Context: an optimization exercise on an open-source flow, tuned for small area. The choices shown serve that exercise and are no tape-out recipe. For this run, only the layout was checked, not whether the RTL still works. Power and IR drop assume default switching activity.

[design.v]
module modbus_rtu_slave (
    input  wire        clk,
    input  wire        rst,               
    input  wire        boot_addr_valid,
    input  wire [7:0]  boot_addr,
    input  wire        boot_baud_valid,
    input  wire [31:0] boot_baud,
    input  wire        rx_valid,
    input  wire [7:0]  rx_data,
    input  wire        rx_last,
    output wire        rx_ready,
    output wire        tx_valid,
    output wire [7:0]  tx_data,
    output wire        tx_last,
    input  wire        tx_ready,
    input  wire        tick,
    input  wire [3:0]  din,
    output wire [3:0]  relay,
    output wire [7:0]  dev_addr,
    output wire [7:0]  baud_code,
    output reg         persist_addr,
    output reg         persist_baud,
    output wire        busy
);
    localparam N_COILS = 4;
    localparam [1:0] S_RX   = 2'd0,
                     S_EXEC = 2'd1,
                     S_TX   = 2'd2;
    function [15:0] crc_byte;
        input [15:0] acc;
        input [7:0]  b;
        integer i;
        reg [15:0] c;
        begin
            c = acc ^ {8'h00, b};
            for (i = 0; i < 8; i = i + 1)
                c = c[0] ? ((c >> 1) ^ 16'hA001) : (c >> 1);
            crc_byte = c;
        end
    endfunction
    reg  [1:0]  state;
    reg  [3:0]  coil;
    reg  [3:0]  active;
    reg  [15:0] period [0:N_COILS-1];
    reg  [15:0] cnt    [0:N_COILS-1];
    reg  [7:0]  addr;
    reg  [7:0]  baud;
    reg  [7:0]  fbuf [0:10];
    reg  [8:0]  rx_len;
    reg  [15:0] rx_crc;
    wire rx_fire = rx_valid && rx_ready;
    reg  [7:0]  rsp [0:5];
    reg  [2:0]  rsp_len;             
    reg  [3:0]  tx_idx;
    reg  [15:0] tx_crc;
    wire [7:0]  f_uid   = fbuf[0];
    wire [7:0]  f_func  = fbuf[1];
    wire [15:0] f_a     = {fbuf[2], fbuf[3]};
    wire [15:0] f_q     = {fbuf[4], fbuf[5]};
    wire [7:0]  f_bc    = fbuf[6];
    wire [15:0] f_mode  = {fbuf[7], fbuf[8]};
    wire [15:0] f_delay = {fbuf[9], fbuf[10]};
    wire frame_ok = (rx_len >= 9'd8) && (rx_crc == 16'h0000) &&
                    ((f_uid == addr) || (f_uid == 8'h00));
    wire has7  = rx_len >= 9'd10;
    wire has8  = rx_len >= 9'd11;
    wire has10 = rx_len >= 9'd13;
    wire [16:0] a_plus_q = {1'b0, f_a} + {1'b0, f_q};
    wire read_range_ok = (f_q != 16'd0) && (a_plus_q <= 17'd4);
    wire [3:0] qmask = (f_q == 16'd1) ? 4'b0001 :
                       (f_q == 16'd2) ? 4'b0011 :
                       (f_q == 16'd3) ? 4'b0111 : 4'b1111;
    wire [3:0] coil_sh = coil >> f_a[1:0];
    wire [3:0] din_sh  = din  >> f_a[1:0];
    wire is_setaddr = has8 && (f_a == 16'h0000) && (f_q == 16'd1) && (f_bc == 8'd2);
    wire is_setbaud = has8 && (f_a == 16'h03E9) && (f_q == 16'd1) && (f_bc == 8'd2);
    wire is_flash   = has10 && (f_q == 16'd2) && (f_bc == 8'd4) &&
                      ((f_a == 16'h0003) || (f_a == 16'h0008) ||
                       (f_a == 16'h000D) || (f_a == 16'h0012));
    wire [1:0] flash_k = (f_a == 16'h0003) ? 2'd0 :
                         (f_a == 16'h0008) ? 2'd1 :
                         (f_a == 16'h000D) ? 2'd2 : 2'd3;
    wire flash_on = (f_mode == 16'h0001) || (f_mode == 16'h0003);
    wire addr_legal = ((fbuf[8] >= 8'd1) && (fbuf[8] <= 8'd247)) || (fbuf[8] == 8'hFF);
    wire baud_legal = (fbuf[8] == 8'h02) || (fbuf[8] == 8'h03) || (fbuf[8] == 8'h04);
    wire boot_addr_ok = boot_addr_valid &&
                        (((boot_addr >= 8'd1) && (boot_addr <= 8'd247)) || (boot_addr == 8'hFF));
    wire [7:0] boot_addr_val = boot_addr_ok ? boot_addr : 8'hFF;
    wire [7:0] boot_baud_val = !boot_baud_valid            ? 8'h03 :
                               (boot_baud == 32'd4800)     ? 8'h02 :
                               (boot_baud == 32'd9600)     ? 8'h03 :
                               (boot_baud == 32'd19200)    ? 8'h04 : 8'h03;
    wire [3:0] tx_total = {1'b0, rsp_len} + 4'd2;
    assign rx_ready  = (state == S_RX);
    assign busy      = (state != S_RX);
    assign tx_valid  = (state == S_TX);
    assign tx_data   = (tx_idx < {1'b0, rsp_len})  ? rsp[tx_idx[2:0]] :
                       (tx_idx == {1'b0, rsp_len}) ? tx_crc[7:0] : tx_crc[15:8];
    assign tx_last   = (state == S_TX) && (tx_idx == tx_total - 4'd1);
    assign relay     = coil;
    assign dev_addr  = addr;
    assign baud_code = baud;
    integer c;
    always @(posedge clk) begin
        persist_addr <= 1'b0;
        persist_baud <= 1'b0;
        if (rst) begin
            state   <= S_RX;
            coil    <= 4'b0000;
            active  <= 4'b0000;
            for (c = 0; c < N_COILS; c = c + 1) begin
                period[c] <= 16'd0;
                cnt[c]    <= 16'd0;
            end
            addr    <= boot_addr_val;
            baud    <= boot_baud_val;
            rx_len  <= 9'd0;
            rx_crc  <= 16'hFFFF;
            rsp_len <= 3'd0;
            tx_idx  <= 4'd0;
            tx_crc  <= 16'hFFFF;
        end else begin
            if (tick) begin
                for (c = 0; c < N_COILS; c = c + 1) begin
                    if (active[c]) begin
                        if (cnt[c] == 16'd1) begin
                            coil[c] <= ~coil[c];
                            cnt[c]  <= period[c];
                        end else begin
                            cnt[c]  <= cnt[c] - 16'd1;
                        end
                    end
                end
            end
            case (state)
            S_RX: begin
                if (rx_fire) begin
                    if (rx_len <= 9'd10)
                        fbuf[rx_len[3:0]] <= rx_data;
                    if (rx_len != 9'h1FF)
                        rx_len <= rx_len + 9'd1;
                    rx_crc <= crc_byte(rx_crc, rx_data);
                    if (rx_last)
                        state <= S_EXEC;
                end
            end
            S_EXEC: begin
                tx_idx <= 4'd0;
                tx_crc <= 16'hFFFF;
                rsp[0] <= f_uid;
                rsp[1] <= f_func;
                if (!frame_ok) begin
                    state <= S_RX;
                end else begin
                    state <= S_TX;
                    rsp_len <= 3'd3;
                    rsp[1]  <= f_func | 8'h80;
                    rsp[2]  <= 8'h01;
                    case (f_func)
                    8'h01, 8'h02: begin
                        if (read_range_ok) begin
                            rsp_len <= 3'd4;
                            rsp[1]  <= f_func;
                            rsp[2]  <= 8'h01;
                            rsp[3]  <= {4'b0000, ((f_func == 8'h01) ? coil_sh : din_sh) & qmask};
                        end else begin
                            rsp[2]  <= 8'h02;
                        end
                    end
                    8'h03: begin
                        if (f_a == 16'h0000 && f_q == 16'd1) begin
                            rsp_len <= 3'd5;
                            rsp[1]  <= f_func;
                            rsp[2]  <= 8'h02;
                            rsp[3]  <= 8'h00;
                            rsp[4]  <= addr;
                        end else begin
                            rsp[2]  <= 8'h02;
                        end
                    end
                    8'h05: begin
                        if (f_a >= 16'd4) begin
                            rsp[2] <= 8'h02;
                        end else if (f_q != 16'hFF00 && f_q != 16'h0000) begin
                            rsp[2] <= 8'h03;
                        end else begin
                            coil[f_a[1:0]] <= (f_q == 16'hFF00);
                            rsp_len <= 3'd6;
                            rsp[1]  <= f_func;
                            rsp[2]  <= fbuf[2];
                            rsp[3]  <= fbuf[3];
                            rsp[4]  <= fbuf[4];
                            rsp[5]  <= fbuf[5];
                        end
                    end
                    8'h0F: begin
                        if (has7 && f_a == 16'h0000 && f_q == 16'd4 && f_bc == 8'd1) begin
                            coil    <= fbuf[7][3:0];
                            rsp_len <= 3'd6;
                            rsp[1]  <= f_func;
                            rsp[2]  <= fbuf[2];
                            rsp[3]  <= fbuf[3];
                            rsp[4]  <= fbuf[4];
                            rsp[5]  <= fbuf[5];
                        end else begin
                            rsp[2]  <= 8'h02;
                        end
                    end
                    8'h10: begin
                        if (is_setaddr || is_setbaud || is_flash) begin
                            rsp_len <= 3'd6;
                            rsp[1]  <= f_func;
                            rsp[2]  <= fbuf[2];
                            rsp[3]  <= fbuf[3];
                            rsp[4]  <= fbuf[4];
                            rsp[5]  <= fbuf[5];
                            if (is_setaddr && addr_legal) begin
                                addr         <= fbuf[8];
                                persist_addr <= 1'b1;
                            end
                            if (is_setbaud && baud_legal) begin
                                baud         <= fbuf[8];
                                persist_baud <= 1'b1;
                            end
                            if (is_flash) begin
                                coil[flash_k]   <= flash_on;
                                active[flash_k] <= (f_delay != 16'd0);
                                period[flash_k] <= f_delay;
                                cnt[flash_k]    <= f_delay;
                            end
                        end else begin
                            rsp[2]  <= 8'h02;
                        end
                    end
                    default: begin
                        rsp[2] <= 8'h01;
                    end
                    endcase
                end
            end
            S_TX: begin
                if (tx_ready) begin
                    if (tx_idx < {1'b0, rsp_len})
                        tx_crc <= crc_byte(tx_crc, tx_data);
                    if (tx_last)
                        state <= S_RX;
                    else
                        tx_idx <= tx_idx + 4'd1;
                end
            end
            default: state <= S_RX;
            endcase
            if (state != S_RX) begin
                rx_len <= 9'd0;
                rx_crc <= 16'hFFFF;
            end
        end
    end
endmodule
[run.sh]
#!/bin/bash
# synth_recipe.tcl (not shown) runs the flow's synth.tcl, then flattens the netlist and writes it again
# the make line also repeats each setting of config.mk as NAME=value (left out here)
make -C /OpenROAD-flow-scripts/flow DESIGN_CONFIG=/design/flow/config.mk WORK_HOME=/design/flow/orfs CLKGATE_MAP_FILE= SYNTH_SCRIPT=/design/flow/synth_recipe.tcl finish
[config.mk]
export PLATFORM = sky130hd
export DESIGN_NAME = modbus_rtu_slave
export DESIGN_NICKNAME = modbus_rtu_slave
export VERILOG_FILES = /design/flow/design.v
export SDC_FILE = /design/flow/constraint.sdc
export NUM_CORES = 4
export LEC_CHECK = 0
export CAP_MARGIN = 20
export CORE_MARGIN = 2
export CORE_UTILIZATION = 40
export SLEW_MARGIN = 20
[constraint.sdc]
create_clock -name core_clock -period 10.0 [get_ports {clk}]
set_input_delay 2.0000 -clock core_clock [delete_from_list [all_inputs] [get_ports {clk}]]
set_output_delay 2.0000 -clock core_clock [all_outputs]
set_load 0.01 [all_outputs]
==> notes.md <==
# TYPE chip_impl_metric gauge
chip_impl_info{name="outcome",value="timing/DRC/antenna clean"} 1
chip_impl_metric{name="fillers",unit=""} 4088
chip_impl_metric{name="flow.area_growth_from_synthesis",unit="%"} 15.6
chip_impl_info{name="hold_path_class",value="reg -> reg"} 1
chip_impl_metric{name="met3RoutedLength",unit="um"} 3610
chip_impl_metric{name="maxSlewViolCount",unit=""} 0
chip_impl_metric{name="drt-met1-wl",unit="um"} 22200
chip_impl_metric{name="core_region_area",unit="um^2"} 44200
chip_impl_info{name="post_synth_most_frequent_cells",value="edfxtp_1 (280), nand2_1 (215), nor2_1 (133)"} 1
chip_impl_metric{name="first_iter_violations",unit=""} 1091
chip_impl_metric{name="cts.path.max_buffers",unit=""} 3
chip_impl_metric{name="grt.overflow.total",unit=""} 0
chip_impl_info{name="cts_tree",value="yes"} 1
chip_impl_info{name="rr_startpoint",value="fbuf[3][0]"} 1
chip_impl_metric{name="setup_viol",unit=""} 0
chip_impl_info{name="worstSetupEndpointType",value="output pin"} 1
chip_impl_metric{name="numPlacedInstances",unit=""} 2326
chip_impl_metric{name="peakVddDrop",unit="uV"} 130
chip_impl_metric{name="num_vias",unit=""} 13500
chip_impl_metric{name="timing.critical_path.fanout_max",unit=""} 16
chip_impl_metric{name="timing.critical_path.arrival",unit="ns"} 3.58
chip_impl_metric{name="post_route_cell_area",unit="um^2"} 20700
chip_impl_metric{name="grt_max_degree",unit=""} 51
chip_impl_info{name="timing.hold.worst.start",value="active[0]"} 1
chip_impl_metric{name="holdPathStages",unit=""} 2
chip_impl_metric{name="postCtsResizedCells",unit=""} 0
chip_impl_metric{name="die-width",unit="um"} 216
chip_impl_metric{name="avgViaCountPerCell",unit=""} 5.66
chip_impl_metric{name="fin_cells",unit=""} 2395
chip_impl_metric{name="transition_time_at_the_pin_with_the_least_slew_margin",unit="ns"} 1.13
chip_impl_metric{name="drive_above_1_share",unit=""} 0.0632
chip_impl_metric{name="worst_ep_required_time",unit="ns"} 8.00
chip_impl_metric{name="gpl.final_weighted_congestion",unit=""} 0.931
chip_impl_info{name="synth_flop_cell",value="edfxtp_1"} 1
chip_impl_metric{name="placement.cell_area",unit="um^2"} 19500
chip_impl_metric{name="boundaryPins",unit=""} 94
chip_impl_metric{name="synthDominantCellAreaShare",unit=""} 0.469
chip_impl_metric{name="wl_per_cell",unit="um"} 20.5
chip_impl_metric{name="worstRegToRegCells",unit=""} 10
chip_impl_info{name="netlist_top_cells_area",value="edfxtp_1 (47%), dfxtp_1 (6.7%), nand2_1 (4.5%), ha_1 (3.4%), xnor2_1 (3.4%)"} 1
chip_impl_metric{name="timing.reg2reg.setup_slack",unit="ns"} 5.32
chip_impl_metric{name="reported_max_cap_violation_count",unit=""} 0
chip_impl_info{name="rsz_0062_raised_after_global_routing",value="false"} 1
chip_impl_metric{name="cts.htree.levels",unit=""} 2
chip_impl_metric{name="wirelength",unit="um"} 49100
chip_impl_metric{name="grt_util_all_layers",unit=""} 0.211
chip_impl_metric{name="slew_headroom",unit=""} 0.241
chip_impl_metric{name="cellPowerDensity",unit="nW/um^2"} 155
chip_impl_metric{name="multiInputGateArea",unit="um^2"} 7910
chip_impl_info{name="synth_largest_area_cell",value="edfxtp_1"} 1
chip_impl_info{name="synth_most_common_cell",value="edfxtp_1"} 1
chip_impl_metric{name="post_cts.repair.setup_buffers",unit=""} 0
chip_impl_metric{name="fin_setup_tns",unit="ns"} 0
chip_impl_metric{name="placement.io_buffers",unit=""} 93
chip_impl_metric{name="timing_hold_violations_final",unit=""} 0
chip_impl_metric{name="final_nets",unit=""} 1884
chip_impl_metric{name="syn_area",unit="um^2"} 17900
chip_impl_metric{name="cts_buffers",unit=""} 38
chip_impl_metric{name="final_util",unit=""} 0.468
chip_impl_metric{name="timing.final.crit_period",unit="ns"} 5.58
chip_impl_metric{name="syn-mean-instance-area",unit="um^2"} 10.7
chip_impl_metric{name="synth_sequential_area_ratio",unit=""} 0.536
chip_impl_metric{name="async_flop_share",unit=""} 0
chip_impl_metric{name="die_area",unit="um^2"} 46500
chip_impl_metric{name="synth_seq_cells",unit=""} 340
chip_impl_metric{name="seq_area",unit="um^2"} 9610
chip_impl_metric{name="initial_core_util",unit=""} 0.405
chip_impl_metric{name="hpwlAfterDp",unit="um"} 34800
chip_impl_metric{name="design_power_total",unit="mW"} 3.21
chip_impl_metric{name="first_global_vias",unit=""} 13200
chip_impl_metric{name="power_leakage",unit="nW"} 7.53
chip_impl_metric{name="holdBufCountCts",unit=""} 0
chip_impl_info{name="top_layer_reached_by_signal_wires",value="met4"} 1
chip_impl_metric{name="floorplan.die.height",unit="um"} 216
chip_impl_metric{name="antenna_violating_nets_left",unit=""} 0
chip_impl_info{name="cts_root_buffer",value="clkbuf_16"} 1
chip_impl_info{name="worstHoldEndpoint",value="active[0]"} 1
chip_impl_metric{name="num_antenna_cells",unit=""} 0
chip_impl_metric{name="numClockSinks",unit=""} 340
chip_impl_metric{name="ys_warn_count",unit=""} 2
chip_impl_metric{name="antenna_found_initial",unit=""} 0
chip_impl_metric{name="synthesis.instances",unit=""} 1681
chip_impl_metric{name="rows",unit=""} 77
chip_impl_metric{name="clk_pin_slew",unit="ns"} 0.06
chip_impl_metric{name="grt_first_pass_wirelength",unit="um"} 76500
chip_impl_metric{name="clock_latency",unit="ns"} 0.55
chip_impl_metric{name="final.period_utilization",unit=""} 0.558
chip_impl_metric{name="met2_wire_length",unit="um"} 21900
chip_impl_metric{name="clock-skew-final",unit="ns"} 0.0116
chip_impl_metric{name="drc",unit=""} 0
chip_impl_metric{name="netlist-cell-type-count",unit=""} 93
chip_impl_info{name="critPathKind",value="reg -> out"} 1
chip_impl_metric{name="synth_edf_count",unit=""} 280
chip_impl_info{name="timing.rr.end",value="rsp[3][3]"} 1
chip_impl_metric{name="drt_pass1_iterations",unit=""} 7
chip_impl_info{name="cp-start-kind",value="flop"} 1
chip_impl_metric{name="fmax",unit="MHz"} 179
per-stage QoR:
stage | hold WS, ns | worst slack (ns)
finish | 0.497 | 4.42
global route | 0.520 | 4.20
CTS | 0.489 | 4.40
detailed placement | 0.478 | 4.99
global placement | 0.472 | 5.06
floorplan | 0.417 | 5.74
cell families after synthesis:
family,share of synthesized area
simple gates,0.198
compound gates,0.134
flops,0.536
xor+xnor,0.0563
buf+inv,0.0238
fa+ha+maj,0.0353
mux,0.0165
other cells,0.000209
state kept, by name, summed over array words and instances, names as in the netlist:
| signal | flops |
|---|---|
| fbuf | 88 |
| tx_crc | 16 |
| persist_addr | 1 |
| rx_len | 9 |
| rsp | 48 |
| rsp_len | 3 |
| baud | 8 |
| addr | 8 |
| coil | 4 |
| rx_crc | 16 |
| persist_baud | 1 |
| period | 64 |
| state | 2 |
| tx_idx | 4 |
| cnt | 64 |
| active | 4 |
report_power, final:
| group | leakage [nW] | internal [mW] | switching, mW |
|---|---|---|---|
| Clock | 0.599 | 0.829 | 0.568 |
| Combinational | 3.82 | 0.0910 | 0.110 |
| Sequential | 3.11 | 1.58 | 0.0366 |
cell type report:
cell class	count	share of cell area
flip-flops and latches	340	0.464
multi-input cells	1242	0.382
clock buffers	50	0.0496
clock inverters	19	0.00973
inverters	40	0.00725
well taps	592	0.0358
repair buffers	112	0.0516
per-layer routing:
layer | global-route usage | vias up
li1 | - | 6449
met1 | 0.295 | 6546
met2 | 0.332 | 473
met3 | 0.0397 | 79
met4 | 0.0662 | 0
met5 | 0 | -
cell usage in the layout, fill, tap and decap left out, types with 19 or more instances in the layout:
master	Yosys	final
nor3_1	33	33
o21ai_0	72	72
nand3_1	39	39
xnor2_1	70	70
and3_1	58	58
dfxtp_1	60	60
a21o_1	36	36
and2_1	40	39
inv_1	39	39
xor2_1	38	38
buf_4	2	19
ha_1	49	49
a21oi_1	77	77
nor4_1	52	52
nor2_1	133	131
o21bai_1	20	20
o211ai_1	23	23
clkdlybuf4s50_1	0	92
mux2i_1	25	25
edfxtp_1	280	280
clkbuf_16	0	39
nand4_1	23	23
nand2_1	215	215
critical path: stages, from the launching register on:
cell             delay [ns]
dfxtp_1                0.69
inv_1                  0.19
ha_1                   0.38
a211oi_4               0.37
nand2_2                0.09
and3_1                 0.17
o21ai_0                0.34
a21boi_0               0.22
clkdlybuf4s50_1        0.57
worst max path at each step:
stage	start	endpoint	cells after the start
floorplan	tx_idx[2]	tx_data[4]	9
global placement	tx_idx[2]	tx_data[4]	8
detailed placement	tx_idx[2]	tx_data[4]	8
CTS	tx_idx[2]	tx_data[4]	8
global route	tx_idx[2]	tx_data[4]	8
finish	tx_idx[2]	tx_data[4]	8

-- port drivers added, routing unchanged --
No port has a modelled driver above. Below, the same layout with a new extraction and two added sets of constraints. Step 1 sets driving cells, clkbuf_16 on the clock port and buf_2 on the other inputs (assumed; they add their load-dependent delay and slew). Step 2 moves the port delays by t, midway between the first and last clock arrival at a register: inputs arrive t later, outputs are due t later. That takes back most of the time a late clock gives input paths. Slacks: ideal / step 1 / step 2; pairs: ideal / step 1.
t, ns: 0.603
setup WS [ns]: 4.424 / 4.371 / 4.973
worst setup path at the end: register to output
clock arrival spread, ns: 0.011 / 0.011
After both steps this run still meets setup and hold. The setup slack of this run moves by -0.053 ns with the drivers and by +0.549 ns with both steps.
